This is an optimization exercise on Yosys and OpenROAD, whose aim is small area, a short achievable clock period and few clock cycles per item, not a production implementation. In this exercise RTL edits were held to simulation tests only and were not proved equivalent to the original.

==> flow/design.v <==
module ldpc_dec (
    input  wire        clk,
    input  wire        rst,
    input  wire        in_valid,
    output wire        in_ready,
    input  wire [31:0] in_llr,
    input  wire [7:0]  cfg_max_iter,
    input  wire        cfg_early_stop,
    output reg         out_valid,
    input  wire        out_ready,
    output reg  [31:0] out_msg,
    output reg  [7:0]  out_iter,
    output reg         out_pass
);
    localparam Z = 4, DEG = 7;
    reg  [447:0] cq;           
    reg  [575:0] rring;        
    reg  [223:0] bufr;         
    reg  [3:0]   bcnt;         
    reg          bufful;       
    reg          active;       
    reg          first;        
    reg  [5:0]   row;          
    reg  [7:0]   iter;         
    reg  [7:0]   max_iter;
    reg          early_stop;
    wire [DEG*Z*8-1:0] qw, rw, ro, qr;
    wire [DEG*Z-1:0]   ssgn;
    wire [95:0]        rnew;
    wire [31:0]        hd;
    wire acc     = in_valid && in_ready;
    wire ld_l    = acc && bcnt >= 4'd7;                 
    wire recv    = !bufful && bcnt >= 4'd7;             
    wire rdy     = !first || !recv ||
                   (row[0] && bcnt >= 4'd7) || (row[1] && bcnt >= 4'd8) ||
                   (row[2] && bcnt >= 4'd9) || (row[3] && bcnt >= 4'd10) ||
                   (row[4] && bcnt >= 4'd11);
    wire chk     = active && row[0] && !first;          
    reg  [15:0]  crc;
    integer k;
    always @* begin
        crc = 16'd0;
        for (k = 0; k < 32; k = k + 1)
            crc = {crc[14:0], 1'b0} ^ ((crc[15] ^ hd[k]) ? 16'h1021 : 16'h0000);
    end
    wire crc_ok  = (crc == 16'd0);
    wire done    = chk && ((early_stop && crc_ok) || iter == max_iter);
    wire finish  = done && !out_valid;
    wire commit  = active && rdy && !done;
    wire start   = bufful && (!active || finish);
    assign in_ready = !bufful || !active;
    always @(posedge clk) begin
        if (rst) begin
            bcnt      <= 4'd0;
            bufful    <= 1'b0;
            active    <= 1'b0;
            out_valid <= 1'b0;
        end else begin
            if (acc) begin
                bcnt <= (bcnt == 4'd11) ? 4'd0 : bcnt + 4'd1;
                if (bcnt == 4'd6) bufful <= 1'b1;
            end
            if (start) bufful <= 1'b0;
            if (start) active <= 1'b1;
            else if (finish) active <= 1'b0;
            if (finish) out_valid <= 1'b1;
            else if (out_ready) out_valid <= 1'b0;
        end
    end
    always @(posedge clk) begin
        if (acc && bcnt == 4'd11) begin
            max_iter   <= cfg_max_iter;
            early_stop <= cfg_early_stop;
        end
        if (start) begin
            row   <= 6'b000001;
            iter  <= 8'd0;
            first <= 1'b1;
        end else if (commit) begin
            row <= {row[4:0], row[5]};
            if (row[5]) begin
                iter  <= iter + 8'd1;
                first <= 1'b0;
            end
        end
        if (commit) rring <= {rnew, rring[575:96]};
        if (finish) begin
            out_msg  <= hd;
            out_iter <= iter;
            out_pass <= crc_ok;
        end
    end
    genvar gb;
    generate
        for (gb = 0; gb < 7; gb = gb + 1) begin : g_buf
            always @(posedge clk)
                if (acc && bcnt == gb) bufr[gb*32 +: 32] <= in_llr;
        end
    endgenerate
    genvar gz;
    generate
        for (gz = 0; gz < Z; gz = gz + 1) begin : g_chk
            wire [55:0] a_qw, a_rw, a_ro, a_qr;
            wire [6:0]  a_ss;
            genvar gt;
            for (gt = 0; gt < DEG; gt = gt + 1) begin : g_s
                assign a_qw[8*gt +: 8] = qw[(gt*Z+gz)*8 +: 8];
                assign a_rw[8*gt +: 8] = rw[(gt*Z+gz)*8 +: 8];
                assign a_ro[8*gt +: 8] = ro[(gt*Z+gz)*8 +: 8];
                assign qr[(gt*Z+gz)*8 +: 8] = a_qr[8*gt +: 8];
                assign ssgn[gt*Z+gz] = a_ss[gt];
            end
            ldpc_cn u_cn (.qw(a_qw), .rw(a_rw), .ro(a_ro), .qr(a_qr), .ssgn(a_ss),
                          .rnew(rnew[24*gz +: 24]));
        end
    endgenerate
    wire [7:0] rd_0_0_0 = {rring[17], (rring[16:14] == 3'd0) ? rring[13:7] : rring[6:0]};
    wire [7:0] rd_0_0_1 = {rring[18], (rring[16:14] == 3'd1) ? rring[13:7] : rring[6:0]};
    wire [7:0] rd_0_0_2 = {rring[19], (rring[16:14] == 3'd2) ? rring[13:7] : rring[6:0]};
    wire [7:0] rd_0_0_3 = {rring[20], (rring[16:14] == 3'd3) ? rring[13:7] : rring[6:0]};
    wire [7:0] rd_0_0_4 = {rring[21], (rring[16:14] == 3'd4) ? rring[13:7] : rring[6:0]};
    wire [7:0] rd_0_0_5 = {rring[22], (rring[16:14] == 3'd5) ? rring[13:7] : rring[6:0]};
    wire [7:0] rd_0_0_6 = {rring[23], (rring[16:14] == 3'd6) ? rring[13:7] : rring[6:0]};
    wire [7:0] rd_0_1_0 = {rring[41], (rring[40:38] == 3'd0) ? rring[37:31] : rring[30:24]};
    wire [7:0] rd_0_1_1 = {rring[42], (rring[40:38] == 3'd1) ? rring[37:31] : rring[30:24]};
    wire [7:0] rd_0_1_2 = {rring[43], (rring[40:38] == 3'd2) ? rring[37:31] : rring[30:24]};
    wire [7:0] rd_0_1_3 = {rring[44], (rring[40:38] == 3'd3) ? rring[37:31] : rring[30:24]};
    wire [7:0] rd_0_1_4 = {rring[45], (rring[40:38] == 3'd4) ? rring[37:31] : rring[30:24]};
    wire [7:0] rd_0_1_5 = {rring[46], (rring[40:38] == 3'd5) ? rring[37:31] : rring[30:24]};
    wire [7:0] rd_0_1_6 = {rring[47], (rring[40:38] == 3'd6) ? rring[37:31] : rring[30:24]};
    wire [7:0] rd_0_2_0 = {rring[65], (rring[64:62] == 3'd0) ? rring[61:55] : rring[54:48]};
    wire [7:0] rd_0_2_1 = {rring[66], (rring[64:62] == 3'd1) ? rring[61:55] : rring[54:48]};
    wire [7:0] rd_0_2_2 = {rring[67], (rring[64:62] == 3'd2) ? rring[61:55] : rring[54:48]};
    wire [7:0] rd_0_2_3 = {rring[68], (rring[64:62] == 3'd3) ? rring[61:55] : rring[54:48]};
    wire [7:0] rd_0_2_4 = {rring[69], (rring[64:62] == 3'd4) ? rring[61:55] : rring[54:48]};
    wire [7:0] rd_0_2_5 = {rring[70], (rring[64:62] == 3'd5) ? rring[61:55] : rring[54:48]};
    wire [7:0] rd_0_2_6 = {rring[71], (rring[64:62] == 3'd6) ? rring[61:55] : rring[54:48]};
    wire [7:0] rd_0_3_0 = {rring[89], (rring[88:86] == 3'd0) ? rring[85:79] : rring[78:72]};
    wire [7:0] rd_0_3_1 = {rring[90], (rring[88:86] == 3'd1) ? rring[85:79] : rring[78:72]};
    wire [7:0] rd_0_3_2 = {rring[91], (rring[88:86] == 3'd2) ? rring[85:79] : rring[78:72]};
    wire [7:0] rd_0_3_3 = {rring[92], (rring[88:86] == 3'd3) ? rring[85:79] : rring[78:72]};
    wire [7:0] rd_0_3_4 = {rring[93], (rring[88:86] == 3'd4) ? rring[85:79] : rring[78:72]};
    wire [7:0] rd_0_3_5 = {rring[94], (rring[88:86] == 3'd5) ? rring[85:79] : rring[78:72]};
    wire [7:0] rd_0_3_6 = {rring[95], (rring[88:86] == 3'd6) ? rring[85:79] : rring[78:72]};
    wire [7:0] rd_1_0_3 = {rring[116], (rring[112:110] == 3'd3) ? rring[109:103] : rring[102:96]};
    wire [7:0] rd_1_0_5 = {rring[118], (rring[112:110] == 3'd5) ? rring[109:103] : rring[102:96]};
    wire [7:0] rd_1_1_3 = {rring[140], (rring[136:134] == 3'd3) ? rring[133:127] : rring[126:120]};
    wire [7:0] rd_1_1_5 = {rring[142], (rring[136:134] == 3'd5) ? rring[133:127] : rring[126:120]};
    wire [7:0] rd_1_2_3 = {rring[164], (rring[160:158] == 3'd3) ? rring[157:151] : rring[150:144]};
    wire [7:0] rd_1_2_5 = {rring[166], (rring[160:158] == 3'd5) ? rring[157:151] : rring[150:144]};
    wire [7:0] rd_1_3_3 = {rring[188], (rring[184:182] == 3'd3) ? rring[181:175] : rring[174:168]};
    wire [7:0] rd_1_3_5 = {rring[190], (rring[184:182] == 3'd5) ? rring[181:175] : rring[174:168]};
    wire [7:0] rd_3_0_1 = {rring[306], (rring[304:302] == 3'd1) ? rring[301:295] : rring[294:288]};
    wire [7:0] rd_3_1_1 = {rring[330], (rring[328:326] == 3'd1) ? rring[325:319] : rring[318:312]};
    wire [7:0] rd_3_2_1 = {rring[354], (rring[352:350] == 3'd1) ? rring[349:343] : rring[342:336]};
    wire [7:0] rd_3_3_1 = {rring[378], (rring[376:374] == 3'd1) ? rring[373:367] : rring[366:360]};
    wire [7:0] rd_4_0_0 = {rring[401], (rring[400:398] == 3'd0) ? rring[397:391] : rring[390:384]};
    wire [7:0] rd_4_0_1 = {rring[402], (rring[400:398] == 3'd1) ? rring[397:391] : rring[390:384]};
    wire [7:0] rd_4_0_4 = {rring[405], (rring[400:398] == 3'd4) ? rring[397:391] : rring[390:384]};
    wire [7:0] rd_4_0_5 = {rring[406], (rring[400:398] == 3'd5) ? rring[397:391] : rring[390:384]};
    wire [7:0] rd_4_0_6 = {rring[407], (rring[400:398] == 3'd6) ? rring[397:391] : rring[390:384]};
    wire [7:0] rd_4_1_0 = {rring[425], (rring[424:422] == 3'd0) ? rring[421:415] : rring[414:408]};
    wire [7:0] rd_4_1_1 = {rring[426], (rring[424:422] == 3'd1) ? rring[421:415] : rring[414:408]};
    wire [7:0] rd_4_1_4 = {rring[429], (rring[424:422] == 3'd4) ? rring[421:415] : rring[414:408]};
    wire [7:0] rd_4_1_5 = {rring[430], (rring[424:422] == 3'd5) ? rring[421:415] : rring[414:408]};
    wire [7:0] rd_4_1_6 = {rring[431], (rring[424:422] == 3'd6) ? rring[421:415] : rring[414:408]};
    wire [7:0] rd_4_2_0 = {rring[449], (rring[448:446] == 3'd0) ? rring[445:439] : rring[438:432]};
    wire [7:0] rd_4_2_1 = {rring[450], (rring[448:446] == 3'd1) ? rring[445:439] : rring[438:432]};
    wire [7:0] rd_4_2_4 = {rring[453], (rring[448:446] == 3'd4) ? rring[445:439] : rring[438:432]};
    wire [7:0] rd_4_2_5 = {rring[454], (rring[448:446] == 3'd5) ? rring[445:439] : rring[438:432]};
    wire [7:0] rd_4_2_6 = {rring[455], (rring[448:446] == 3'd6) ? rring[445:439] : rring[438:432]};
    wire [7:0] rd_4_3_0 = {rring[473], (rring[472:470] == 3'd0) ? rring[469:463] : rring[462:456]};
    wire [7:0] rd_4_3_1 = {rring[474], (rring[472:470] == 3'd1) ? rring[469:463] : rring[462:456]};
    wire [7:0] rd_4_3_4 = {rring[477], (rring[472:470] == 3'd4) ? rring[469:463] : rring[462:456]};
    wire [7:0] rd_4_3_5 = {rring[478], (rring[472:470] == 3'd5) ? rring[469:463] : rring[462:456]};
    wire [7:0] rd_4_3_6 = {rring[479], (rring[472:470] == 3'd6) ? rring[469:463] : rring[462:456]};
    wire [7:0] rd_5_0_0 = {rring[497], (rring[496:494] == 3'd0) ? rring[493:487] : rring[486:480]};
    wire [7:0] rd_5_0_2 = {rring[499], (rring[496:494] == 3'd2) ? rring[493:487] : rring[486:480]};
    wire [7:0] rd_5_0_3 = {rring[500], (rring[496:494] == 3'd3) ? rring[493:487] : rring[486:480]};
    wire [7:0] rd_5_0_4 = {rring[501], (rring[496:494] == 3'd4) ? rring[493:487] : rring[486:480]};
    wire [7:0] rd_5_0_5 = {rring[502], (rring[496:494] == 3'd5) ? rring[493:487] : rring[486:480]};
    wire [7:0] rd_5_0_6 = {rring[503], (rring[496:494] == 3'd6) ? rring[493:487] : rring[486:480]};
    wire [7:0] rd_5_1_0 = {rring[521], (rring[520:518] == 3'd0) ? rring[517:511] : rring[510:504]};
    wire [7:0] rd_5_1_2 = {rring[523], (rring[520:518] == 3'd2) ? rring[517:511] : rring[510:504]};
    wire [7:0] rd_5_1_3 = {rring[524], (rring[520:518] == 3'd3) ? rring[517:511] : rring[510:504]};
    wire [7:0] rd_5_1_4 = {rring[525], (rring[520:518] == 3'd4) ? rring[517:511] : rring[510:504]};
    wire [7:0] rd_5_1_5 = {rring[526], (rring[520:518] == 3'd5) ? rring[517:511] : rring[510:504]};
    wire [7:0] rd_5_1_6 = {rring[527], (rring[520:518] == 3'd6) ? rring[517:511] : rring[510:504]};
    wire [7:0] rd_5_2_0 = {rring[545], (rring[544:542] == 3'd0) ? rring[541:535] : rring[534:528]};
    wire [7:0] rd_5_2_2 = {rring[547], (rring[544:542] == 3'd2) ? rring[541:535] : rring[534:528]};
    wire [7:0] rd_5_2_3 = {rring[548], (rring[544:542] == 3'd3) ? rring[541:535] : rring[534:528]};
    wire [7:0] rd_5_2_4 = {rring[549], (rring[544:542] == 3'd4) ? rring[541:535] : rring[534:528]};
    wire [7:0] rd_5_2_5 = {rring[550], (rring[544:542] == 3'd5) ? rring[541:535] : rring[534:528]};
    wire [7:0] rd_5_2_6 = {rring[551], (rring[544:542] == 3'd6) ? rring[541:535] : rring[534:528]};
    wire [7:0] rd_5_3_0 = {rring[569], (rring[568:566] == 3'd0) ? rring[565:559] : rring[558:552]};
    wire [7:0] rd_5_3_2 = {rring[571], (rring[568:566] == 3'd2) ? rring[565:559] : rring[558:552]};
    wire [7:0] rd_5_3_3 = {rring[572], (rring[568:566] == 3'd3) ? rring[565:559] : rring[558:552]};
    wire [7:0] rd_5_3_4 = {rring[573], (rring[568:566] == 3'd4) ? rring[565:559] : rring[558:552]};
    wire [7:0] rd_5_3_5 = {rring[574], (rring[568:566] == 3'd5) ? rring[565:559] : rring[558:552]};
    wire [7:0] rd_5_3_6 = {rring[575], (rring[568:566] == 3'd6) ? rring[565:559] : rring[558:552]};
    assign qw[7:0] = ({8{row[0] | row[1] | row[2] | row[4]}} & cq[7:0])
        | ({8{row[3]}} & cq[47:40])
        | ({8{row[5]}} & cq[15:8]);
    assign qw[15:8] = ({8{row[0] | row[1] | row[2] | row[4]}} & cq[15:8])
        | ({8{row[3]}} & cq[55:48])
        | ({8{row[5]}} & cq[23:16]);
    assign qw[23:16] = ({8{row[0] | row[1] | row[2] | row[4]}} & cq[23:16])
        | ({8{row[3]}} & cq[63:56])
        | ({8{row[5]}} & cq[31:24]);
    assign qw[31:24] = ({8{row[0] | row[1] | row[2] | row[4]}} & cq[31:24])
        | ({8{row[3]}} & cq[39:32])
        | ({8{row[5]}} & cq[7:0]);
    assign qw[39:32] = ({8{row[0]}} & cq[223:216])
        | ({8{row[1] | row[3]}} & cq[111:104])
        | ({8{row[2] | row[4]}} & cq[191:184])
        | ({8{row[5]}} & cq[431:424]);
    assign qw[47:40] = ({8{row[0]}} & cq[199:192])
        | ({8{row[1] | row[3]}} & cq[119:112])
        | ({8{row[2] | row[4]}} & cq[167:160])
        | ({8{row[5]}} & cq[439:432]);
    assign qw[55:48] = ({8{row[0]}} & cq[207:200])
        | ({8{row[1] | row[3]}} & cq[127:120])
        | ({8{row[2] | row[4]}} & cq[175:168])
        | ({8{row[5]}} & cq[447:440]);
    assign qw[63:56] = ({8{row[0]}} & cq[215:208])
        | ({8{row[1] | row[3]}} & cq[103:96])
        | ({8{row[2] | row[4]}} & cq[183:176])
        | ({8{row[5]}} & cq[423:416]);
    assign qw[71:64] = ({8{row[0]}} & cq[103:96])
        | ({8{row[1]}} & cq[191:184])
        | ({8{row[2] | row[5]}} & cq[207:200])
        | ({8{row[3] | row[4]}} & cq[239:232]);
    assign qw[79:72] = ({8{row[0]}} & cq[111:104])
        | ({8{row[1]}} & cq[167:160])
        | ({8{row[2] | row[5]}} & cq[215:208])
        | ({8{row[3] | row[4]}} & cq[247:240]);
    assign qw[87:80] = ({8{row[0]}} & cq[119:112])
        | ({8{row[1]}} & cq[175:168])
        | ({8{row[2] | row[5]}} & cq[223:216])
        | ({8{row[3] | row[4]}} & cq[255:248]);
    assign qw[95:88] = ({8{row[0]}} & cq[127:120])
        | ({8{row[1]}} & cq[183:176])
        | ({8{row[2] | row[5]}} & cq[199:192])
        | ({8{row[3] | row[4]}} & cq[231:224]);
    assign qw[103:96] = ({8{row[0] | row[1]}} & cq[287:280])
        | ({8{row[2] | row[3]}} & cq[351:344])
        | ({8{row[4] | row[5]}} & cq[415:408]);
    assign qw[111:104] = ({8{row[0] | row[1]}} & cq[263:256])
        | ({8{row[2] | row[3]}} & cq[327:320])
        | ({8{row[4] | row[5]}} & cq[391:384]);
    assign qw[119:112] = ({8{row[0] | row[1]}} & cq[271:264])
        | ({8{row[2] | row[3]}} & cq[335:328])
        | ({8{row[4] | row[5]}} & cq[399:392]);
    assign qw[127:120] = ({8{row[0] | row[1]}} & cq[279:272])
        | ({8{row[2] | row[3]}} & cq[343:336])
        | ({8{row[4] | row[5]}} & cq[407:400]);
    assign qw[135:128] = ({8{row[0] | row[4]}} & cq[151:144])
        | ({8{row[1] | row[5]}} & cq[247:240])
        | ({8{row[2]}} & cq[159:152])
        | ({8{row[3]}} & cq[199:192]);
    assign qw[143:136] = ({8{row[0] | row[4]}} & cq[159:152])
        | ({8{row[1] | row[5]}} & cq[255:248])
        | ({8{row[2]}} & cq[135:128])
        | ({8{row[3]}} & cq[207:200]);
    assign qw[151:144] = ({8{row[0] | row[4]}} & cq[135:128])
        | ({8{row[1] | row[5]}} & cq[231:224])
        | ({8{row[2]}} & cq[143:136])
        | ({8{row[3]}} & cq[215:208]);
    assign qw[159:152] = ({8{row[0] | row[4]}} & cq[143:136])
        | ({8{row[1] | row[5]}} & cq[239:232])
        | ({8{row[2]}} & cq[151:144])
        | ({8{row[3]}} & cq[223:216]);
    assign qw[167:160] = ({8{row[0] | row[5]}} & cq[71:64])
        | ({8{row[1] | row[2]}} & cq[319:312])
        | ({8{row[3] | row[4]}} & cq[359:352]);
    assign qw[175:168] = ({8{row[0] | row[5]}} & cq[79:72])
        | ({8{row[1] | row[2]}} & cq[295:288])
        | ({8{row[3] | row[4]}} & cq[367:360]);
    assign qw[183:176] = ({8{row[0] | row[5]}} & cq[87:80])
        | ({8{row[1] | row[2]}} & cq[303:296])
        | ({8{row[3] | row[4]}} & cq[375:368]);
    assign qw[191:184] = ({8{row[0] | row[5]}} & cq[95:88])
        | ({8{row[1] | row[2]}} & cq[311:304])
        | ({8{row[3] | row[4]}} & cq[383:376]);
    assign qw[199:192] = ({8{row[0] | row[1] | row[4] | row[5]}} & cq[63:56])
        | ({8{row[2]}} & cq[71:64])
        | ({8{row[3]}} & cq[87:80]);
    assign qw[207:200] = ({8{row[0] | row[1] | row[4] | row[5]}} & cq[39:32])
        | ({8{row[2]}} & cq[79:72])
        | ({8{row[3]}} & cq[95:88]);
    assign qw[215:208] = ({8{row[0] | row[1] | row[4] | row[5]}} & cq[47:40])
        | ({8{row[2]}} & cq[87:80])
        | ({8{row[3]}} & cq[71:64]);
    assign qw[223:216] = ({8{row[0] | row[1] | row[4] | row[5]}} & cq[55:48])
        | ({8{row[2]}} & cq[95:88])
        | ({8{row[3]}} & cq[79:72]);
    assign rw[7:0] = ({8{(row[0] && !first) || (row[1]) || (row[2])}} & rd_5_3_0)
        | ({8{(row[3])}} & rd_4_1_6)
        | ({8{(row[4])}} & rd_4_3_0)
        | ({8{(row[5])}} & rd_5_0_0);
    assign rw[15:8] = ({8{(row[0] && !first) || (row[1]) || (row[2])}} & rd_5_0_0)
        | ({8{(row[3])}} & rd_4_2_6)
        | ({8{(row[4])}} & rd_4_0_0)
        | ({8{(row[5])}} & rd_5_1_0);
    assign rw[23:16] = ({8{(row[0] && !first) || (row[1]) || (row[2])}} & rd_5_1_0)
        | ({8{(row[3])}} & rd_4_3_6)
        | ({8{(row[4])}} & rd_4_1_0)
        | ({8{(row[5])}} & rd_5_2_0);
    assign rw[31:24] = ({8{(row[0] && !first) || (row[1]) || (row[2])}} & rd_5_2_0)
        | ({8{(row[3])}} & rd_4_0_6)
        | ({8{(row[4])}} & rd_4_2_0)
        | ({8{(row[5])}} & rd_5_3_0);
    assign rw[39:32] = ({8{(row[0] && !first) || (row[1])}} & rd_5_3_2)
        | ({8{(row[2])}} & rd_5_2_2)
        | ({8{(row[3]) || (row[4])}} & rd_4_3_1)
        | ({8{(row[5] && !first)}} & rd_0_0_1);
    assign rw[47:40] = ({8{(row[0] && !first) || (row[1])}} & rd_5_0_2)
        | ({8{(row[2])}} & rd_5_3_2)
        | ({8{(row[3]) || (row[4])}} & rd_4_0_1)
        | ({8{(row[5] && !first)}} & rd_0_1_1);
    assign rw[55:48] = ({8{(row[0] && !first) || (row[1])}} & rd_5_1_2)
        | ({8{(row[2])}} & rd_5_0_2)
        | ({8{(row[3]) || (row[4])}} & rd_4_1_1)
        | ({8{(row[5] && !first)}} & rd_0_2_1);
    assign rw[63:56] = ({8{(row[0] && !first) || (row[1])}} & rd_5_2_2)
        | ({8{(row[2])}} & rd_5_1_2)
        | ({8{(row[3]) || (row[4])}} & rd_4_2_1)
        | ({8{(row[5] && !first)}} & rd_0_3_1);
    assign rw[71:64] = ({8{(row[0] && !first)}} & rd_3_2_1)
        | ({8{(row[1] && !first)}} & rd_3_3_1)
        | ({8{(row[2])}} & rd_4_2_1)
        | ({8{(row[3]) || (row[5])}} & rd_4_3_4)
        | ({8{(row[4])}} & rd_5_0_2);
    assign rw[79:72] = ({8{(row[0] && !first)}} & rd_3_3_1)
        | ({8{(row[1] && !first)}} & rd_3_0_1)
        | ({8{(row[2])}} & rd_4_3_1)
        | ({8{(row[3]) || (row[5])}} & rd_4_0_4)
        | ({8{(row[4])}} & rd_5_1_2);
    assign rw[87:80] = ({8{(row[0] && !first)}} & rd_3_0_1)
        | ({8{(row[1] && !first)}} & rd_3_1_1)
        | ({8{(row[2])}} & rd_4_0_1)
        | ({8{(row[3]) || (row[5])}} & rd_4_1_4)
        | ({8{(row[4])}} & rd_5_2_2);
    assign rw[95:88] = ({8{(row[0] && !first)}} & rd_3_1_1)
        | ({8{(row[1] && !first)}} & rd_3_2_1)
        | ({8{(row[2])}} & rd_4_1_1)
        | ({8{(row[3]) || (row[5])}} & rd_4_2_4)
        | ({8{(row[4])}} & rd_5_3_2);
    assign rw[103:96] = ({8{(row[0] && !first) || (row[2] && !first) || (row[4] && !first)}} & rd_1_0_3)
        | ({8{(row[1]) || (row[3]) || (row[5])}} & rd_5_0_3);
    assign rw[111:104] = ({8{(row[0] && !first) || (row[2] && !first) || (row[4] && !first)}} & rd_1_1_3)
        | ({8{(row[1]) || (row[3]) || (row[5])}} & rd_5_1_3);
    assign rw[119:112] = ({8{(row[0] && !first) || (row[2] && !first) || (row[4] && !first)}} & rd_1_2_3)
        | ({8{(row[1]) || (row[3]) || (row[5])}} & rd_5_2_3);
    assign rw[127:120] = ({8{(row[0] && !first) || (row[2] && !first) || (row[4] && !first)}} & rd_1_3_3)
        | ({8{(row[1]) || (row[3]) || (row[5])}} & rd_5_3_3);
    assign rw[135:128] = ({8{(row[0] && !first) || (row[1] && !first)}} & rd_4_0_4)
        | ({8{(row[2])}} & rd_4_1_4)
        | ({8{(row[3])}} & rd_5_0_2)
        | ({8{(row[4])}} & rd_4_3_4)
        | ({8{(row[5])}} & rd_5_1_2);
    assign rw[143:136] = ({8{(row[0] && !first) || (row[1] && !first)}} & rd_4_1_4)
        | ({8{(row[2])}} & rd_4_2_4)
        | ({8{(row[3])}} & rd_5_1_2)
        | ({8{(row[4])}} & rd_4_0_4)
        | ({8{(row[5])}} & rd_5_2_2);
    assign rw[151:144] = ({8{(row[0] && !first) || (row[1] && !first)}} & rd_4_2_4)
        | ({8{(row[2])}} & rd_4_3_4)
        | ({8{(row[3])}} & rd_5_2_2)
        | ({8{(row[4])}} & rd_4_1_4)
        | ({8{(row[5])}} & rd_5_3_2);
    assign rw[159:152] = ({8{(row[0] && !first) || (row[1] && !first)}} & rd_4_3_4)
        | ({8{(row[2])}} & rd_4_0_4)
        | ({8{(row[3])}} & rd_5_3_2)
        | ({8{(row[4])}} & rd_4_2_4)
        | ({8{(row[5])}} & rd_5_0_2);
    assign rw[167:160] = ({8{(row[0] && !first)}} & rd_5_2_5)
        | ({8{(row[1] && !first) || (row[3] && !first)}} & rd_1_0_5)
        | ({8{(row[2]) || (row[4])}} & rd_5_0_5)
        | ({8{(row[5])}} & rd_4_1_6);
    assign rw[175:168] = ({8{(row[0] && !first)}} & rd_5_3_5)
        | ({8{(row[1] && !first) || (row[3] && !first)}} & rd_1_1_5)
        | ({8{(row[2]) || (row[4])}} & rd_5_1_5)
        | ({8{(row[5])}} & rd_4_2_6);
    assign rw[183:176] = ({8{(row[0] && !first)}} & rd_5_0_5)
        | ({8{(row[1] && !first) || (row[3] && !first)}} & rd_1_2_5)
        | ({8{(row[2]) || (row[4])}} & rd_5_2_5)
        | ({8{(row[5])}} & rd_4_3_6);
    assign rw[191:184] = ({8{(row[0] && !first)}} & rd_5_1_5)
        | ({8{(row[1] && !first) || (row[3] && !first)}} & rd_1_3_5)
        | ({8{(row[2]) || (row[4])}} & rd_5_3_5)
        | ({8{(row[5])}} & rd_4_0_6);
    assign rw[199:192] = ({8{(row[0] && !first) || (row[3])}} & rd_5_3_6)
        | ({8{(row[1]) || (row[5])}} & rd_5_0_6)
        | ({8{(row[2])}} & rd_4_2_5)
        | ({8{(row[4])}} & rd_5_0_0);
    assign rw[207:200] = ({8{(row[0] && !first) || (row[3])}} & rd_5_0_6)
        | ({8{(row[1]) || (row[5])}} & rd_5_1_6)
        | ({8{(row[2])}} & rd_4_3_5)
        | ({8{(row[4])}} & rd_5_1_0);
    assign rw[215:208] = ({8{(row[0] && !first) || (row[3])}} & rd_5_1_6)
        | ({8{(row[1]) || (row[5])}} & rd_5_2_6)
        | ({8{(row[2])}} & rd_4_0_5)
        | ({8{(row[4])}} & rd_5_2_0);
    assign rw[223:216] = ({8{(row[0] && !first) || (row[3])}} & rd_5_2_6)
        | ({8{(row[1]) || (row[5])}} & rd_5_3_6)
        | ({8{(row[2])}} & rd_4_1_5)
        | ({8{(row[4])}} & rd_5_3_0);
    assign ro[7:0] = {8{!first}} & rd_0_0_0;
    assign ro[15:8] = {8{!first}} & rd_0_1_0;
    assign ro[23:16] = {8{!first}} & rd_0_2_0;
    assign ro[31:24] = {8{!first}} & rd_0_3_0;
    assign ro[39:32] = {8{!first}} & rd_0_0_1;
    assign ro[47:40] = {8{!first}} & rd_0_1_1;
    assign ro[55:48] = {8{!first}} & rd_0_2_1;
    assign ro[63:56] = {8{!first}} & rd_0_3_1;
    assign ro[71:64] = {8{!first}} & rd_0_0_2;
    assign ro[79:72] = {8{!first}} & rd_0_1_2;
    assign ro[87:80] = {8{!first}} & rd_0_2_2;
    assign ro[95:88] = {8{!first}} & rd_0_3_2;
    assign ro[103:96] = {8{!first}} & rd_0_0_3;
    assign ro[111:104] = {8{!first}} & rd_0_1_3;
    assign ro[119:112] = {8{!first}} & rd_0_2_3;
    assign ro[127:120] = {8{!first}} & rd_0_3_3;
    assign ro[135:128] = {8{!first}} & rd_0_0_4;
    assign ro[143:136] = {8{!first}} & rd_0_1_4;
    assign ro[151:144] = {8{!first}} & rd_0_2_4;
    assign ro[159:152] = {8{!first}} & rd_0_3_4;
    assign ro[167:160] = {8{!first}} & rd_0_0_5;
    assign ro[175:168] = {8{!first}} & rd_0_1_5;
    assign ro[183:176] = {8{!first}} & rd_0_2_5;
    assign ro[191:184] = {8{!first}} & rd_0_3_5;
    assign ro[199:192] = {8{!first}} & rd_0_0_6;
    assign ro[207:200] = {8{!first}} & rd_0_1_6;
    assign ro[215:208] = {8{!first}} & rd_0_2_6;
    assign ro[223:216] = {8{!first}} & rd_0_3_6;
    wire [8:0] hs_20_r = rd_4_2_1[7] ? -{2'b00, rd_4_2_1[6:0]} : {2'b00, rd_4_2_1[6:0]};
    wire [8:0] hs_20 = {cq[183], cq[183:176]} + hs_20_r;
    wire [8:0] hs_21_r = rd_4_3_1[7] ? -{2'b00, rd_4_3_1[6:0]} : {2'b00, rd_4_3_1[6:0]};
    wire [8:0] hs_21 = {cq[191], cq[191:184]} + hs_21_r;
    wire [8:0] hs_22_r = rd_4_0_1[7] ? -{2'b00, rd_4_0_1[6:0]} : {2'b00, rd_4_0_1[6:0]};
    wire [8:0] hs_22 = {cq[167], cq[167:160]} + hs_22_r;
    wire [8:0] hs_23_r = rd_4_1_1[7] ? -{2'b00, rd_4_1_1[6:0]} : {2'b00, rd_4_1_1[6:0]};
    wire [8:0] hs_23 = {cq[175], cq[175:168]} + hs_23_r;
    wire [8:0] hs_28_r = rd_5_2_4[7] ? -{2'b00, rd_5_2_4[6:0]} : {2'b00, rd_5_2_4[6:0]};
    wire [8:0] hs_28 = {cq[231], cq[231:224]} + hs_28_r;
    wire [8:0] hs_29_r = rd_5_3_4[7] ? -{2'b00, rd_5_3_4[6:0]} : {2'b00, rd_5_3_4[6:0]};
    wire [8:0] hs_29 = {cq[239], cq[239:232]} + hs_29_r;
    wire [8:0] hs_30_r = rd_5_0_4[7] ? -{2'b00, rd_5_0_4[6:0]} : {2'b00, rd_5_0_4[6:0]};
    wire [8:0] hs_30 = {cq[247], cq[247:240]} + hs_30_r;
    wire [8:0] hs_31_r = rd_5_1_4[7] ? -{2'b00, rd_5_1_4[6:0]} : {2'b00, rd_5_1_4[6:0]};
    wire [8:0] hs_31 = {cq[255], cq[255:248]} + hs_31_r;
    assign hd = {hs_31[8], hs_30[8], hs_29[8], hs_28[8], ssgn[5], ssgn[4], ssgn[7], ssgn[6], hs_23[8], hs_22[8], hs_21[8], hs_20[8], ssgn[18], ssgn[17], ssgn[16], ssgn[19], ssgn[11], ssgn[10], ssgn[9], ssgn[8], ssgn[20], ssgn[23], ssgn[22], ssgn[21], ssgn[25], ssgn[24], ssgn[27], ssgn[26], ssgn[2], ssgn[1], ssgn[0], ssgn[3]};
    always @(posedge clk) begin
        if (start) cq[7:0] <= 8'd0;
        else if (commit && (row[0] || row[1] || row[2] || row[4] || row[5])) cq[7:0] <= qr[31:24];
        if (start) cq[15:8] <= 8'd0;
        else if (commit && (row[0] || row[1] || row[2] || row[4] || row[5])) cq[15:8] <= qr[7:0];
        if (start) cq[23:16] <= 8'd0;
        else if (commit && (row[0] || row[1] || row[2] || row[4] || row[5])) cq[23:16] <= qr[15:8];
        if (start) cq[31:24] <= 8'd0;
        else if (commit && (row[0] || row[1] || row[2] || row[4] || row[5])) cq[31:24] <= qr[23:16];
        if (start) cq[39:32] <= 8'd0;
        else if (commit && (row[0] || row[4])) cq[39:32] <= qr[207:200];
        else if (commit && (row[1] || row[5])) cq[39:32] <= qr[199:192];
        else if (commit && (row[3])) cq[39:32] <= qr[15:8];
        if (start) cq[47:40] <= 8'd0;
        else if (commit && (row[0] || row[4])) cq[47:40] <= qr[215:208];
        else if (commit && (row[1] || row[5])) cq[47:40] <= qr[207:200];
        else if (commit && (row[3])) cq[47:40] <= qr[23:16];
        if (start) cq[55:48] <= 8'd0;
        else if (commit && (row[0] || row[4])) cq[55:48] <= qr[223:216];
        else if (commit && (row[1] || row[5])) cq[55:48] <= qr[215:208];
        else if (commit && (row[3])) cq[55:48] <= qr[31:24];
        if (start) cq[63:56] <= 8'd0;
        else if (commit && (row[0] || row[4])) cq[63:56] <= qr[199:192];
        else if (commit && (row[1] || row[5])) cq[63:56] <= qr[223:216];
        else if (commit && (row[3])) cq[63:56] <= qr[7:0];
        if (start) cq[71:64] <= bufr[31:24];
        else if (commit && (row[0] || row[5])) cq[71:64] <= qr[183:176];
        else if (commit && (row[2] || row[3])) cq[71:64] <= qr[207:200];
        if (start) cq[79:72] <= bufr[7:0];
        else if (commit && (row[0] || row[5])) cq[79:72] <= qr[191:184];
        else if (commit && (row[2] || row[3])) cq[79:72] <= qr[215:208];
        if (start) cq[87:80] <= bufr[15:8];
        else if (commit && (row[0] || row[5])) cq[87:80] <= qr[167:160];
        else if (commit && (row[2] || row[3])) cq[87:80] <= qr[223:216];
        if (start) cq[95:88] <= bufr[23:16];
        else if (commit && (row[0] || row[5])) cq[95:88] <= qr[175:168];
        else if (commit && (row[2] || row[3])) cq[95:88] <= qr[199:192];
        if (start) cq[103:96] <= bufr[39:32];
        else if (commit && (row[0])) cq[103:96] <= qr[87:80];
        else if (commit && (row[1] || row[3])) cq[103:96] <= qr[55:48];
        if (start) cq[111:104] <= bufr[47:40];
        else if (commit && (row[0])) cq[111:104] <= qr[95:88];
        else if (commit && (row[1] || row[3])) cq[111:104] <= qr[63:56];
        if (start) cq[119:112] <= bufr[55:48];
        else if (commit && (row[0])) cq[119:112] <= qr[71:64];
        else if (commit && (row[1] || row[3])) cq[119:112] <= qr[39:32];
        if (start) cq[127:120] <= bufr[63:56];
        else if (commit && (row[0])) cq[127:120] <= qr[79:72];
        else if (commit && (row[1] || row[3])) cq[127:120] <= qr[47:40];
        if (start) cq[135:128] <= bufr[95:88];
        else if (commit && (row[0] || row[4])) cq[135:128] <= qr[151:144];
        else if (commit && (row[2])) cq[135:128] <= qr[143:136];
        if (start) cq[143:136] <= bufr[71:64];
        else if (commit && (row[0] || row[4])) cq[143:136] <= qr[159:152];
        else if (commit && (row[2])) cq[143:136] <= qr[151:144];
        if (start) cq[151:144] <= bufr[79:72];
        else if (commit && (row[0] || row[4])) cq[151:144] <= qr[135:128];
        else if (commit && (row[2])) cq[151:144] <= qr[159:152];
        if (start) cq[159:152] <= bufr[87:80];
        else if (commit && (row[0] || row[4])) cq[159:152] <= qr[143:136];
        else if (commit && (row[2])) cq[159:152] <= qr[135:128];
        if (start) cq[167:160] <= bufr[119:112];
        else if (commit && (row[1])) cq[167:160] <= qr[95:88];
        else if (commit && (row[2] || row[4])) cq[167:160] <= qr[39:32];
        if (start) cq[175:168] <= bufr[127:120];
        else if (commit && (row[1])) cq[175:168] <= qr[71:64];
        else if (commit && (row[2] || row[4])) cq[175:168] <= qr[47:40];
        if (start) cq[183:176] <= bufr[103:96];
        else if (commit && (row[1])) cq[183:176] <= qr[79:72];
        else if (commit && (row[2] || row[4])) cq[183:176] <= qr[55:48];
        if (start) cq[191:184] <= bufr[111:104];
        else if (commit && (row[1])) cq[191:184] <= qr[87:80];
        else if (commit && (row[2] || row[4])) cq[191:184] <= qr[63:56];
        if (start) cq[199:192] <= bufr[159:152];
        else if (commit && (row[0])) cq[199:192] <= qr[47:40];
        else if (commit && (row[2] || row[5])) cq[199:192] <= qr[71:64];
        else if (commit && (row[3])) cq[199:192] <= qr[151:144];
        if (start) cq[207:200] <= bufr[135:128];
        else if (commit && (row[0])) cq[207:200] <= qr[55:48];
        else if (commit && (row[2] || row[5])) cq[207:200] <= qr[79:72];
        else if (commit && (row[3])) cq[207:200] <= qr[159:152];
        if (start) cq[215:208] <= bufr[143:136];
        else if (commit && (row[0])) cq[215:208] <= qr[63:56];
        else if (commit && (row[2] || row[5])) cq[215:208] <= qr[87:80];
        else if (commit && (row[3])) cq[215:208] <= qr[135:128];
        if (start) cq[223:216] <= bufr[151:144];
        else if (commit && (row[0])) cq[223:216] <= qr[39:32];
        else if (commit && (row[2] || row[5])) cq[223:216] <= qr[95:88];
        else if (commit && (row[3])) cq[223:216] <= qr[143:136];
        if (start) cq[231:224] <= bufr[167:160];
        else if (commit && (row[1] || row[5])) cq[231:224] <= qr[151:144];
        else if (commit && (row[3] || row[4])) cq[231:224] <= qr[95:88];
        if (start) cq[239:232] <= bufr[175:168];
        else if (commit && (row[1] || row[5])) cq[239:232] <= qr[159:152];
        else if (commit && (row[3] || row[4])) cq[239:232] <= qr[71:64];
        if (start) cq[247:240] <= bufr[183:176];
        else if (commit && (row[1] || row[5])) cq[247:240] <= qr[135:128];
        else if (commit && (row[3] || row[4])) cq[247:240] <= qr[79:72];
        if (start) cq[255:248] <= bufr[191:184];
        else if (commit && (row[1] || row[5])) cq[255:248] <= qr[143:136];
        else if (commit && (row[3] || row[4])) cq[255:248] <= qr[87:80];
        if (start) cq[263:256] <= bufr[207:200];
        else if (commit && (row[0] || row[1])) cq[263:256] <= qr[111:104];
        if (start) cq[271:264] <= bufr[215:208];
        else if (commit && (row[0] || row[1])) cq[271:264] <= qr[119:112];
        if (start) cq[279:272] <= bufr[223:216];
        else if (commit && (row[0] || row[1])) cq[279:272] <= qr[127:120];
        if (start) cq[287:280] <= bufr[199:192];
        else if (commit && (row[0] || row[1])) cq[287:280] <= qr[103:96];
        if (ld_l && bcnt == 4'd7) cq[295:288] <= in_llr[15:8];
        else if (commit && (row[1] || row[2])) cq[295:288] <= qr[175:168];
        if (ld_l && bcnt == 4'd7) cq[303:296] <= in_llr[23:16];
        else if (commit && (row[1] || row[2])) cq[303:296] <= qr[183:176];
        if (ld_l && bcnt == 4'd7) cq[311:304] <= in_llr[31:24];
        else if (commit && (row[1] || row[2])) cq[311:304] <= qr[191:184];
        if (ld_l && bcnt == 4'd7) cq[319:312] <= in_llr[7:0];
        else if (commit && (row[1] || row[2])) cq[319:312] <= qr[167:160];
        if (ld_l && bcnt == 4'd8) cq[327:320] <= in_llr[15:8];
        else if (commit && (row[2] || row[3])) cq[327:320] <= qr[111:104];
        if (ld_l && bcnt == 4'd8) cq[335:328] <= in_llr[23:16];
        else if (commit && (row[2] || row[3])) cq[335:328] <= qr[119:112];
        if (ld_l && bcnt == 4'd8) cq[343:336] <= in_llr[31:24];
        else if (commit && (row[2] || row[3])) cq[343:336] <= qr[127:120];
        if (ld_l && bcnt == 4'd8) cq[351:344] <= in_llr[7:0];
        else if (commit && (row[2] || row[3])) cq[351:344] <= qr[103:96];
        if (ld_l && bcnt == 4'd9) cq[359:352] <= in_llr[7:0];
        else if (commit && (row[3] || row[4])) cq[359:352] <= qr[167:160];
        if (ld_l && bcnt == 4'd9) cq[367:360] <= in_llr[15:8];
        else if (commit && (row[3] || row[4])) cq[367:360] <= qr[175:168];
        if (ld_l && bcnt == 4'd9) cq[375:368] <= in_llr[23:16];
        else if (commit && (row[3] || row[4])) cq[375:368] <= qr[183:176];
        if (ld_l && bcnt == 4'd9) cq[383:376] <= in_llr[31:24];
        else if (commit && (row[3] || row[4])) cq[383:376] <= qr[191:184];
        if (ld_l && bcnt == 4'd10) cq[391:384] <= in_llr[15:8];
        else if (commit && (row[4] || row[5])) cq[391:384] <= qr[111:104];
        if (ld_l && bcnt == 4'd10) cq[399:392] <= in_llr[23:16];
        else if (commit && (row[4] || row[5])) cq[399:392] <= qr[119:112];
        if (ld_l && bcnt == 4'd10) cq[407:400] <= in_llr[31:24];
        else if (commit && (row[4] || row[5])) cq[407:400] <= qr[127:120];
        if (ld_l && bcnt == 4'd10) cq[415:408] <= in_llr[7:0];
        else if (commit && (row[4] || row[5])) cq[415:408] <= qr[103:96];
        if (ld_l && bcnt == 4'd11) cq[423:416] <= in_llr[31:24];
        else if (commit && (row[5])) cq[423:416] <= qr[63:56];
        if (ld_l && bcnt == 4'd11) cq[431:424] <= in_llr[7:0];
        else if (commit && (row[5])) cq[431:424] <= qr[39:32];
        if (ld_l && bcnt == 4'd11) cq[439:432] <= in_llr[15:8];
        else if (commit && (row[5])) cq[439:432] <= qr[47:40];
        if (ld_l && bcnt == 4'd11) cq[447:440] <= in_llr[23:16];
        else if (commit && (row[5])) cq[447:440] <= qr[55:48];
    end
endmodule
module ldpc_cn (
    input  wire [55:0] qw,       
    input  wire [55:0] rw,       
    input  wire [55:0] ro,       
    output wire [55:0] qr,       
    output wire [6:0]  ssgn,     
    output wire [23:0] rnew      
);
    reg  [7:0] q   [0:6];    
    reg  [7:0] key [0:6];    
    reg  [6:0] fq  [0:6];    
    reg  [6:0] s, ls;
    reg  [6:0] bt [0:6];     
    reg  [6:0] ismin, issec;
    reg  [6:0] fm1, fm2;
    reg  [6:0] sg;
    reg  [2:0] nidx;
    reg  [8:0] a, b, c, sm, f9;
    reg  [9:0] tt;
    reg  [7:0] qhi, qlo, qmid;
    integer t, u, v;
    always @* begin
        for (t = 0; t < 7; t = t + 1) begin
            a  = {qw[8*t+7], qw[8*t +: 8]};
            b  = rw[8*t+7] ? -{2'b00, rw[8*t +: 7]} : {2'b00, rw[8*t +: 7]};
            c  = ro[8*t+7] ? -{2'b00, ro[8*t +: 7]} : {2'b00, ro[8*t +: 7]};
            sm = a + b;                          
            tt = {a[8], a} + {b[8], b} - {c[8], c};
            ls[t] = sm[8];
            qhi = ro[8*t+7] ? 8'h7f : 8'h7f - {1'b0, ro[8*t +: 7]};
            qlo = ro[8*t+7] ? 8'h81 + {1'b0, ro[8*t +: 7]} : 8'h81;
            if (!tt[9] && tt[8:7] != 2'b00)                          qmid = 8'h7f;
            else if (tt[9] && (tt[8:7] != 2'b11 || tt[6:0] == 7'd0)) qmid = 8'h81;
            else                                                     qmid = tt[7:0];
            if (!sm[8] && sm[7])                            q[t] = qhi;
            else if (sm[8] && (!sm[7] || sm[6:0] == 7'd0))  q[t] = qlo;
            else                                            q[t] = qmid;
            s[t]   = q[t][7];
            key[t] = {q[t][6:0] ^ {7{s[t]}}, s[t]};
            f9     = ({2'b00, key[t][7:1]} + {1'b0, key[t][7:1], 1'b0} + {7'd0, s[t], s[t]}) >> 2;
            fq[t]  = f9[6:0];
        end
        for (u = 0; u < 7; u = u + 1)
            for (v = 0; v < 7; v = v + 1)
                if (u == v)     bt[u][v] = 1'b1;
                else if (u < v) bt[u][v] = key[u] <= key[v];
                else            bt[u][v] = !(key[v] <= key[u]);
        for (u = 0; u < 7; u = u + 1)
            ismin[u] = &bt[u];
        for (u = 0; u < 7; u = u + 1)
            issec[u] = !ismin[u] && &(bt[u] | ismin);
        fm1 = 7'd0; fm2 = 7'd0; nidx = 3'd0;
        for (u = 0; u < 7; u = u + 1) begin
            fm1  = fm1 | ({7{ismin[u]}} & fq[u]);
            fm2  = fm2 | ({7{issec[u]}} & fq[u]);
            nidx = nidx | ({3{ismin[u]}} & u[2:0]);
        end
        for (t = 0; t < 7; t = t + 1)
            sg[t] = (^s) ^ s[t];
    end
    genvar g;
    generate for (g = 0; g < 7; g = g + 1) begin : g_o
        assign qr[8*g +: 8] = q[g];
    end endgenerate
    assign ssgn = ls;
    assign rnew = {sg, nidx, fm2, fm1};
endmodule
==> flow/run.sh <==
#!/bin/bash
# synth_recipe.tcl (not shown) runs the flow's synth.tcl, then flattens the netlist and writes it again
# the make line also repeats each setting of config.mk as NAME=value (left out here)
make -C /OpenROAD-flow-scripts/flow DESIGN_CONFIG=/design/flow/config.mk WORK_HOME=/design/flow/orfs CLKGATE_MAP_FILE= SYNTH_SCRIPT=/design/flow/synth_recipe.tcl finish
==> flow/config.mk <==
export PLATFORM = sky130hd
export DESIGN_NAME = ldpc_dec
export DESIGN_NICKNAME = ldpc_dec
export VERILOG_FILES = /design/flow/design.v
export SDC_FILE = /design/flow/constraint.sdc
export NUM_CORES = 8
export LEC_CHECK = 0
export CAP_MARGIN = 40
export CORE_MARGIN = 2
export CORE_UTILIZATION = 50
export PLACE_DENSITY = 0.65
export SLEW_MARGIN = 40
==> flow/constraint.sdc <==
create_clock -name core_clock -period 25.0 [get_ports {clk}]
set_input_delay 5.0000 -clock core_clock [delete_from_list [all_inputs] [get_ports {clk}]]
set_output_delay 5.0000 -clock core_clock [all_outputs]
set_load 0.01 [all_outputs]
==> results of run 1 <==
-- registers in the layout, summed over array words and instances, names as in the netlist --
signal,count
bufr,224
max_iter,8
bufful,1
early_stop,1
active,1
row,6
out_valid,1
iter,8
bcnt,4
cq,448
first,1
out_msg,32
rring,576
out_pass,1
out_iter,8
-- cell usage in the layout (no fill, tap or decap), types with 483 or more instances in the layout --
| master | instances |
|---|---|
| inv_1 | 1361 |
| edfxtp_1 | 1234 |
| buf_4 | 483 |
| xnor2_1 | 805 |
| o21ai_0 | 938 |
| a21oi_1 | 1173 |
| nand2_1 | 1417 |
| ha_1 | 1665 |
| mux2i_1 | 499 |
| nor2_1 | 1261 |
-- path summary, 6_finish.rpt --
path / startpoint / end / slack (ps) / cells after the start
max: row[3] / rring[541] / 12130 / 38
min: rring[266] / rring[170] / 330 / 0
max reg2reg: row[3] / rring[541] / 12130 / 38
min reg2reg: rring[266] / rring[170] / 330 / 0
-- kinds of logic after synthesis --
group,count (synthesis),synth area share
DFF,1320,0.273
AOI/OAI and AO/OA,4369,0.200
adders and majority gates,1973,0.190
and+or+nand+nor,4650,0.155
xor gates and xnor gates,1161,0.0751
buffers and inverters,2044,0.0555
muxes,686,0.0499
-- per-stage QoR --
| step | utilization | cell area (um2) | setup WS (ps) |
|---|---|---|---|
| after CTS | 0.552 | 156000 | 12740 |
| after floorplan | - | 142000 | 8580 |
| after detailed placement | 0.532 | 150000 | 12870 |
| after global placement | 0.528 | 149000 | 12260 |
| after global routing | 0.553 | 156000 | 11830 |
| final | 0.553 | 156000 | 12130 |
-- per-layer routing --
layer  track usage  vias up  wire length [um]
li1              -    59463                 -
met1         0.624    66813            270000
met2         0.689    10809            290000
met3         0.199     2663            115000
met4         0.387       60             71500
met5             0        -               423
-- area by class of cell --
type,count,area (um2),area share
antenna,56,140,0.000897
sequential,1320,38800,0.248
multi-input combinational,12839,96900,0.620
timing repair buffer,627,5040,0.0323
inverter,1374,5160,0.0331
clock buffer,197,4390,0.0281
clock inverter,95,1060,0.00679
tap,3743,4680,0.0300
==> parameters.txt, run 1 <==
Parameter                              Value

Status
  Result of the run    finished clean

Die
  Die W    537 um
  Die Area    288000 um2
  Std-Cell Rows    195
  I/O pin count    88
  Overall die height    537 um
  Placeable Area    282000 um2
  Initial cell density of the core    0.502

Worst setup path
  Largest stage delay on the critical path    820 ps
  Combined buffer and inverter count along the critical path    7
  Worst endpoint data arrival time    13530 ps
  Worst Setup Start Kind    register
  Endpoint class of the critical path    register
  Largest fanout on the critical path    117
  Slowest stage cell on the critical path    buf_4
  Kind of critical path    reg -> reg
  Required @ worst endpoint    25650 ps
  Family with the most delay on the worst path    compound AO/OA/AOI/OAI gates

Synthesis
  Number of flip-flops and latches in the synthesized netlist    1320
  Ranking of synthesized cells by area    edfxtp_1, ha_1, xnor2_1
  Syn. warnings    6
  Portion of the post-synthesis area used by sequential elements    0.273
  Post-synthesis cell type count    116
  EDFF count, synth    1234
  Gate Count Post-Synth    16203
  Area share of the largest cell type after synthesis    0.261
  Most area-hungry cell type in the Yosys netlist    edfxtp_1
  Share of async-settable or async-resettable flops after synthesis    0
  Syn nets    18221
  Most common cell in the synthesized netlist    ha_1
  Syn Area/Cell    8.75 um2
  Mapped Area    142000 um2
  Most used DFF post-synth    edfxtp_1
  Leading post-synthesis cells by instance count    ha_1, nand2_1, inv_1

Layout
  Final cell count without fillers    20251
  Count of filler cells inserted in the layout    26012
  Nets    18343
  Proportion of layout cells with a drive suffix above 1    0.0850
  Area overhead of the layout relative to synthesis    10.1%

STA
  Worst Tran Pin Value    1090 ps
  Hold slack final    330 ps
  Final setup violation count    0
  Clk_skew    114 ps
  Hold violation total from the final report    0
  Final critical-path required period    12870 ps
  Summed negative setup slack over all endpoints    0 ps
  Setup repair after global routing missed its margin    false
  Upper clock frequency limit    77.7 MHz
  Period Utilization, post-route    0.515
  Max-slew violations    0
  Headroom to the max-slew limit    0.274

Drt
  Antenna-violating nets left    0
  Wirelength, routed    747000 um
  DRC viols    0
  DRC marker count from the first detailed-route iteration    24496
  Count of vias placed by the detailed router    139808
  Drt wl/cell    36.9 um
  First-pass DRT Iterations    22
  Vias per std cell    6.90

Placement
  Final HPWL from detailed placement    579000 um
  DP Cell Count    19890
  Port bufs    87
  Final weighted congestion in routability-driven placement    1.14

Clock network
  Max Buffers Root-to-Sink    4
  Clock-pin slew on the worst setup and hold paths    60 ps
  Clock net sink count    1320
  Clock tree root buffer cell    clkbuf_16
  Post-cts gate resize count    0
  Clock insertion delay at the later pin of the skew report    960 ps
  Post-CTS setup buffers    0
  Quantity of hold-fixing buffers added after cts    0
  Num CTS Buffers    163
  Clock tree from TritonCTS    built
  Total number of H-tree levels    4

Global route
  Wire length of the first global-routing pass    1010000 um
  Initial antenna violation count    89
  Grt ovf    0
  Number of global-route vias before repair    125475
  Largest net degree at the start of global routing    159
  Total Routing Usage GR    0.501

Run
  Max-Cap Viols    0

Worst hold path
  Hold Path Class    reg -> reg
Testbench counts, summed over its fixed seeds: cycles 7,800, codewords 384.
==> run 2: changes to the inputs <==
==> flow/flow/run.sh (new file) <==
#!/bin/bash
set -euo pipefail
bash standard.sh SETUP_SLACK_MARGIN=14 finish > run_standard.log 2>&1
==> flow/standard.sh (new file) <==
#!/bin/bash
# synth_recipe.tcl (not shown) runs the flow's synth.tcl, then flattens the netlist and writes it again
# the make line also repeats each setting of config.mk as NAME=value (left out here)
make -C /OpenROAD-flow-scripts/flow DESIGN_CONFIG=/design/flow/config.mk WORK_HOME=/design/flow/orfs CLKGATE_MAP_FILE= SYNTH_SCRIPT=/design/flow/synth_recipe.tcl "${@:-finish}"
removed: flow/run.sh
==> parameters.txt, run 2 <==
Parameter                              Value

Status
  Result of the run    finished clean

Synthesis
  Portion of the post-synthesis area used by sequential elements    0.273
  Share of synthesized area spent on multiplexers    0.0499
  Syn nets    18221
  Post-synthesis cell type count    116
  Most area-hungry cell type in the Yosys netlist    edfxtp_1
  Syn. warnings    6
  Ranking of synthesized cells by area    edfxtp_1, ha_1, xnor2_1
  Number of flip-flops and latches in the synthesized netlist    1320
  Syn Area/Cell    8.75 um2
  Most common cell in the synthesized netlist    ha_1
  Mapped Area    142000 um2
  Gate Count Post-Synth    16203
  EDFF count, synth    1234
  Fraction of the mapped netlist area in compound gates    0.200
  Adder-cell share of the synthesized area    0.190
  Leading post-synthesis cells by instance count    ha_1, nand2_1, inv_1
  Post-Synth XOR/XNOR Area    0.0751
  Largest family of logic cells by synthesized area    compound AO/OA/AOI/OAI gates
  Share of async-settable or async-resettable flops after synthesis    0
  Area share of the largest cell type after synthesis    0.261
  Most used DFF post-synth    edfxtp_1
  Area fraction in and, or, nand and nor cells after synthesis    0.155

Clock network
  Clock insertion delay at the later pin of the skew report    960 ps
  Clock-pin slew on the worst setup and hold paths    60 ps
  Clock tree root buffer cell    clkbuf_16
  Clock tree from TritonCTS    built
  Num CTS Buffers    164
  Max Buffers Root-to-Sink    4
  Clock net sink count    1320
  Total number of H-tree levels    4

Run
  Max-Cap Viols    0

Layout
  Final cell count without fillers    20458
  Largest registers    rring: 576 flops, cq: 448 flops, bufr: 224 flops
  Nets    18491
  Post-layout instance area    159000 um2
  Flip-flop count of the largest register, all copies and words added    576
  Count of filler cells inserted in the layout    25598
  Area overhead of the layout relative to synthesis    12.3%
  Most flops, register    rring
  Proportion of layout cells with a drive suffix above 1    0.106
  Top library cells by usage in the layout, fill and taps aside    ha_1, nand2_1, inv_1, nor2_1, edfxtp_1
  Most common library cell in the layout ignoring fill and taps    ha_1

Drt
  Count of vias placed by the detailed router    141577
  DRC marker count from the first detailed-route iteration    23909
  Antenna-violating nets left    0
  Wirelength, routed    755000 um
  DRC viols    0
  Drt wl/cell    36.9 um
  First-pass DRT Iterations    13
  Vias per std cell    6.92

Global route
  Wire length of the first global-routing pass    1010000 um
  Total Routing Usage GR    0.505
  Grt ovf    0
  Largest net degree at the start of global routing    138
  Initial antenna violation count    90
  Number of global-route vias before repair    126584

Worst setup path
  Largest fanout on the critical path    34
  Register-to-register setup slack    14030 ps
  Slowest stage cell on the critical path    a222oi_1
  Worst Setup Start Kind    register
  Required @ worst endpoint    25610 ps
  Combined buffer and inverter count along the critical path    7
  Kind of critical path    reg -> reg
  Worst endpoint data arrival time    11590 ps
  Number of cells on the critical path    34
  Largest stage delay on the critical path    870 ps
  Family with the most delay on the worst path    compound AO/OA/AOI/OAI gates
  Most repeated library cell on the critical path    inv_1
  Endpoint class of the critical path    register
  Depth of the most critical reg-to-reg path    34

STA
  Period Utilization, post-route    0.439
  Summed negative setup slack over all endpoints    0 ps
  Max-slew violations    0
  Setup repair after global routing missed its margin    true
  Headroom to the max-slew limit    0.319
  Worst Tran Pin Value    994 ps
  Upper clock frequency limit    91.1 MHz
  Clk_skew    118 ps
  Hold violation total from the final report    0
  Final setup violation count    0
  Final critical-path required period    10970 ps

Placement
  DP Cell Count    19881
  Standard cell area after detailed placement    150000 um2
  Port bufs    87
  Final weighted congestion in routability-driven placement    1.10
  Final HPWL from detailed placement    581000 um

Worst hold path
  Hold Path Stages    0
  Hold Path Class    reg -> reg

Die
  Die W    537 um
  Initial cell density of the core    0.502
  Std-Cell Rows    195
  Die Area    288000 um2
  Overall die height    537 um
  Placeable Area    282000 um2
  I/O pin count    88
run 2: cell types whose count changed in the layout (fill, tap and decap cells not counted), sizes merged:
cell / previous run / this run
clkinvlp: 7 / 21
clkdlybuf4s50: 69 / 67
bufbuf: 0 / 1
inv: 1394 / 1378
clkbuf: 205 / 212
or2: 104 / 107
diode: 56 / 110
clkdlybuf4s18: 1 / 0
bufinv: 15 / 18
buf: 549 / 692
nand2b: 210 / 211
run 2: worst paths after layout:
check / start / end
worst max-delay path: row[0] / rring[541]
worst max register to register: row[0] / rring[541]
worst min-delay path: rring[139] / rring[43]
worst min register to register: rring[139] / rring[43]
run 2: layer usage:
layer / part of all wire / wire length [um] / track usage / up-vias
li1: - / - / - / 59835
met1: 0.35 / 268000 / 0.610 / 67604
met2: 0.39 / 295000 / 0.699 / 11176
met3: 0.15 / 116000 / 0.214 / 2922
met4: 0.10 / 75900 / 0.402 / 40
met5: 0.00057 / 431 / 0 / -
run 2: kinds of logic (layout without fill, tap and decap cells):
| group | after synthesis | count (layout) |
|---|---|---|
| other cells | 0 | 110 |
| fa+ha+maj | 1973 | 1973 |
| buf+inv | 2044 | 2442 |
| simple gates | 4650 | 4654 |
| mux | 686 | 686 |
| compound gates | 4369 | 4369 |
| xor+xnor | 1161 | 1161 |
| flops | 1320 | 1320 |
run 2: repair_timing:
item	in CTS	in global routing
setup endpoints to repair	359	193
gates resized for setup	117	218
hold endpoints to repair	0	0
pin swaps	14	31
gates cloned	4	1
hold buffers	0	0
setup buffers	24	123
run 2: cell type report:
| cell class | count | area, um2 | share of cell area |
|---|---|---|---|
| Antenna cell | 110 | 275 | 0.00173 |
| Inverter | 1374 | 5210 | 0.0327 |
| Clock buffer | 202 | 4390 | 0.0276 |
| Clock inverter | 96 | 1150 | 0.00720 |
| Tap cell | 3743 | 4680 | 0.0294 |
| Sequential cell | 1320 | 38800 | 0.244 |
| Multi-Input combinational cell | 12843 | 98300 | 0.617 |
| Timing Repair Buffer | 770 | 6460 | 0.0406 |
run 2: worst register-to-register path, delay by kind of cell (launching register included):
kind / cells / cell delay [ps]
and+or+nand+nor: 10 / 2780
DFF: 1 / 310
AOI/OAI and AO/OA: 13 / 3460
adders and majority gates: 2 / 870
buffers and inverters: 7 / 2530
xor gates and xnor gates: 2 / 720
run 2: stage by stage:
step / hold slack (ps) / setup WS, ps / utilization
final: 375 / 14030 / 0.564
after global routing: 388 / 13900 / 0.563
after CTS: 388 / 13930 / 0.555
after detailed placement: 405 / 12600 / 0.532
after global placement: 400 / 12280 / 0.528
after floorplan: 400 / 14020 / -

-- what the ideal ports hide --
Ports are ideal in the flow. The routed layouts listed here were re-timed in OpenROAD. Step 1: set_driving_cell puts a clkbuf_16 on clk and a buf_2 on each other input, an assumption about the parent block. Step 2 also shifts input and output timing later by t, the mid clock arrival at the registers, as if the neighbouring blocks saw the same clock. Three values: ideal, step 1, step 2; two values: the first two.
run	t, ns	setup slack, ns	slew at the worst register clock pin (ns)	worst slew at a driven data input, ns
run 1	1.016	12.125 / 12.125 / 12.125	0.09 / 0.09	0.09
run 2	1.024	14.028 / 14.028 / 14.028	0.08 / 0.08	0.08
After both steps setup and hold are still met in every run listed.
